This is an optimization exercise on Yosys and OpenROAD, whose aim is small area, not a production implementation.
Only simulation tests tie the RTL to the original design; equivalence was not proved.

==> 01-22: inputs <==
==> flow/design.v (excerpt) <==
module lc3_core (
    input  wire        clk,
    input  wire        reset,         
    output wire        mem_req,
    output wire        mem_we,
    output wire [15:0] mem_addr,
    output wire [15:0] mem_wdata,
    input  wire [15:0] mem_rdata,
    input  wire        mem_ready,
    input  wire        kbd_avail,
    input  wire [7:0]  kbd_char,
    output wire        kbd_take,
    output wire        disp_emit,
    output wire [7:0]  disp_char,
    output wire        halted,
    output wire        double_fault
);
    localparam [3:0] S_INIT  = 4'd13,    
                     S_FETCH = 4'd1,    
                     S_EX    = 4'd11,    
                     S_LDW   = 4'd9,    
                     S_PTR   = 4'd8,    
                     S_POP2  = 4'd10,    
                     S_SWAP  = 4'd15,    
                     S_ENT1  = 4'd3,    
                     S_ENT2  = 4'd12,    
                     S_VEC   = 4'd2,    
                     S_PCT   = 4'd5,   
                     S_INTW  = 4'd0,   
                     S_INT   = 4'd14,   
                     S_HALT  = 4'd6,   
                     S_DFLT  = 4'd7;   
    localparam [1:0] VK_PRIV = 2'd0, VK_TRAP = 2'd1, VK_INT = 2'd2, VK_ILL = 2'd3;
    reg [127:0] gpr;         
    reg [15:0]  pc;          
    reg [15:0]  spo;         
    reg [15:0]  ir;
    reg [15:0]  mar;
    reg [15:0]  t;
    reg [3:0]   bc;
    reg [3:0]   state;
    reg         pend;        
    reg         act;         
    reg         cy;          
    reg         acc;         
    reg [1:0]   vk;
    reg         priv;
    reg [2:0]   prio;
    reg [2:0]   nzp;
    reg         ie;
    wire first = (bc == 4'd0);
    wire last  = (bc == 4'd15);
    wire [3:0] op = ir[15:12];
    wire op_add = (op == 4'b0001);
    wire op_and = (op == 4'b0101);
    wire op_not = (op == 4'b1001);
    wire op_br  = (op == 4'b0000);
    wire op_jsr = (op == 4'b0100);
    wire op_jmp = (op == 4'b1100);
    wire op_rti = (op == 4'b1000);
    wire op_lea = (op == 4'b1110);
    wire op_mem = op[1] & ~(op[3] & op[2]);                    
    wire op_reg = (op[3:1] == 3'b011);                         
    wire op_ld  = (op[1:0] == 2'b10) & ~op[2];                 
    wire op_ind = (op[3:1] == 3'b101);                         
  ...
Settings: LEC_CHECK=0, ABC_AREA=1, CAP_MARGIN=20, CORE_MARGIN=2, CORE_UTILIZATION=60, PLACE_DENSITY=0.8, SLEW_MARGIN=20; clock period 10.0 ns.
standard.sh (not shown) runs the stock make flow with config.mk's settings and CLKGATE_MAP_FILE= SYNTH_SCRIPT=/design/flow/synth_recipe.tcl, a recipe that flattens the netlist after the stock synthesis.
==> flow/flow/run.sh <==
#!/bin/bash
# standard layout; smallest port buffers; CTS without dummy loads
set -euo pipefail
export BUFFER_PORTS_ARGS="-buffer_cell sky130_fd_sc_hd__buf_1"
export CTS_ARGS="-sink_clustering_enable -repair_clock_nets -dont_use_dummy_load -sink_clustering_size 40 -sink_clustering_max_diameter 60 -buf_list {sky130_fd_sc_hd__clkbuf_16}"
bash standard.sh > flow_standard.log 2>&1
==> 12-26: changes against 01-22 <==
--- a/flow/design.v
+++ b/flow/design.v
@@ -10,31 +10,31 @@
     input  wire        kbd_avail,
     input  wire [7:0]  kbd_char,
     output wire        kbd_take,
     output wire        disp_emit,
     output wire [7:0]  disp_char,
     output wire        halted,
     output wire        double_fault
 );
-    localparam [3:0] S_INIT  = 4'd13,    
+    localparam [3:0] S_INIT  = 4'd0,    
                      S_FETCH = 4'd1,    
-                     S_EX    = 4'd11,    
-                     S_LDW   = 4'd9,    
-                     S_PTR   = 4'd8,    
-                     S_POP2  = 4'd10,    
-                     S_SWAP  = 4'd15,    
-                     S_ENT1  = 4'd3,    
-                     S_ENT2  = 4'd12,    
-                     S_VEC   = 4'd2,    
-                     S_PCT   = 4'd5,   
-                     S_INTW  = 4'd0,   
-                     S_INT   = 4'd14,   
-                     S_HALT  = 4'd6,   
-                     S_DFLT  = 4'd7;   
+                     S_EX    = 4'd2,    
+                     S_LDW   = 4'd3,    
+                     S_PTR   = 4'd4,    
+                     S_POP2  = 4'd5,    
+                     S_SWAP  = 4'd6,    
+                     S_ENT1  = 4'd7,    
+                     S_ENT2  = 4'd8,    
+                     S_VEC   = 4'd9,    
+                     S_PCT   = 4'd10,   
+                     S_INTW  = 4'd11,   
+                     S_INT   = 4'd12,   
+                     S_HALT  = 4'd13,   
+                     S_DFLT  = 4'd14;   
     localparam [1:0] VK_PRIV = 2'd0, VK_TRAP = 2'd1, VK_INT = 2'd2, VK_ILL = 2'd3;
     reg [127:0] gpr;         
     reg [15:0]  pc;          
     reg [15:0]  spo;         
     reg [15:0]  ir;
     reg [15:0]  mar;
     reg [15:0]  t;
     reg [3:0]   bc;
@@ -82,17 +82,17 @@
     wire ex  = (state == S_EX);
     wire [2:0] ri = (ex & ~op_rti) ? ir[8:6] : 3'd6;
     wire g0 = gpr[{ri, 4'd0}];
     wire [2:0] ri2 = op_st ? ir[11:9] : ir[2:0];
     wire g2 = gpr[{ri2, 4'd0}];
     wire pc0  = pc[0];
     wire spo0 = spo[0];
     wire t0   = t[0];
-    wire irbc  = ir[bc];
+    wire irbc  = bc[3] ? (bc[1] ? ir[10] : bc[0] ? ir[9] : ir[8]) : ir[bc[2:0]];
     wire imm5  = (bc > 4'd4)  ? ir[4]  : irbc;
     wire off6  = (bc > 4'd5)  ? ir[5]  : irbc;
     wire off9  = (bc > 4'd8)  ? ir[8]  : irbc;
     wire off11 = (bc > 4'd10) ? ir[10] : irbc;
     reg vbit;
     always @(*) begin
         case (vk)
             VK_TRAP: vbit = ~bc[3] & irbc;
@@ -198,34 +198,32 @@
     wire spo_d  = (state == S_INIT) ? res : g0;
     integer k;
     always @(posedge clk) begin
         for (k = 0; k < 8; k = k + 1)
             gpr[16*k +: 16] <= {gwe[k] ? gwd : gpr[16*k], gpr[16*k+1 +: 15]};
         pc  <= {pc_we ? pc_d : pc[0], pc[15:1]};
         spo <= {spo_we ? spo_d : spo[0], spo[15:1]};
     end
-    wire mar_sh = run & ((state == S_FETCH) | (ex & (op_mem | op_rti)) | (state == S_PTR) |
-                         (state == S_POP2) | (state == S_ENT1) | (state == S_ENT2) |
-                         (state == S_VEC));
+    wire mar_sh = ~pend;
     wire mar_d = ((state == S_FETCH) | (state == S_POP2) | (ex & op_rti)) ? a : res;
     reg  t_d;
     always @(*) begin
         case (state)
             S_ENT1:  t_d = psrbit;
             S_ENT2:  t_d = pc0;
             default: t_d = g2;
         endcase
     end
     always @(posedge clk) begin
         if (mar_sh)
             mar <= {mar_d, mar[15:1]};
-        if (acc_done && ex)
+        if (pend && ex)
             ir <= rdata;
-        if (acc_done && ~is_wr)
+        if (pend && ~is_wr)
             t <= rdata;
         else if (run)
             t <= {t_d, t[15:1]};
         cy  <= cout;
         acc <= accf;
     end
     reg [3:0] nst;
     always @(*) begin
@@ -281,17 +279,17 @@
                 pend <= 1'b0;
             if (acc_done && is_wr && acc_kbsr)
                 ie <= t[14];
             if (acc_done && state == S_SWAP) begin
                 priv <= rdata[15];
                 prio <= rdata[10:8];
                 nzp  <= rdata[2:0];
             end
-            if (step && (ex | (state == S_PTR) | (state == S_INT) | (state == S_INTW)))
+            if (step && (state != S_ENT1) && (state != S_ENT2) && (state != S_VEC) && (state != S_PCT))
                 vk <= {(state == S_INT) | (state == S_INTW) | (ex & illegal),
                        ex & (illegal | (op == 4'b1111))};
             if (step && ((ex & op_opr & legal) | (state == S_LDW)))
                 nzp <= {res, accf, ~res & ~accf};
             if (step && state == S_ENT1)
                 priv <= 1'b0;
             if (step && state == S_ENT2 && vk == VK_INT)
                 prio <= 3'd4;
==> flow/flow/run.sh (replaced) <==
#!/bin/bash
# standard layout; smallest port buffers; CTS without dummy loads
set -euo pipefail
export BUFFER_PORTS_ARGS="-buffer_cell sky130_fd_sc_hd__buf_1"
export CTS_ARGS="-sink_clustering_enable -repair_clock_nets -dont_use_dummy_load -sink_clustering_size 22 -sink_clustering_max_diameter 70 -buf_list {sky130_fd_sc_hd__clkbuf_8} -root_buf sky130_fd_sc_hd__clkbuf_8 -tree_buf sky130_fd_sc_hd__clkbuf_8"
bash standard.sh > flow_standard.log 2>&1
- CORE_UTILIZATION: 60 -> 50
- PLACE_DENSITY: 0.8 -> unset
==> results.cfg <==
[die]
die_w_um = 130

[drt]
wl_met2_mm = 7.90
wl_mm = 18.0

[yosys]
synth-xor-area-share = 0.00110
synth_compound_area_frac = 0.0982
muxShareOfSynthArea = 0.00377

[cells_and_area]
bufAreaShareNonClock = 0.0336
clkCellAreaFrac = 0.0240

[setup_path]
worstSetupStartpoint = mar[4]

[run_status]
status = timing/DRC/antenna clean

[clock_network]
clk_pin_slew_ps = 110

[global_routing]
grt_util_met1 = 0.302

[timing]
post-route-period-util = 0.490
Source of the figures above: 12-26

==> results.cfg <==
[run_status]
status = timing/DRC/antenna clean

[yosys]
synth-xor-area-share = 0

[setup_path]
worstSetupStartpoint = kbd_avail

[cells_and_area]
clkCellAreaFrac = 0.0344
bufAreaShareNonClock = 0.0331

[clock_network]
clk_pin_slew_ps = 120

[die]
die_w_um = 120

[drt]
wl_mm = 17.6
Source of the figures above: 01-22

==> what the ideal ports hide <==
The flow's constraints put no driver on any port. The routed layouts listed below were extracted and timed again, unchanged, in two steps. Step 1 sets driving cells, clkbuf_16 on the clock port and buf_2 on the other inputs (assumed; they add their load-dependent delay and slew). Step 2 moves the port delays by t, midway between the first and last clock arrival at a register: inputs arrive t later, outputs are due t later. That takes back most of the time a late clock gives input paths. a / b / c = no drivers / after step 1 / after step 2; a / b = the first two.
run	shift t [ns]	setup slack, ns	worst setup path at the end
01-22	0.504	4.795 / 4.771 / 4.771	input to output
12-26	0.532	5.105 / 5.069 / 5.426	input to output
After both steps setup and hold are still met in every run listed. For 01-22, which loses most, drivers alone change the setup slack by -0.024 ns; drivers and shift together by -0.024 ns.
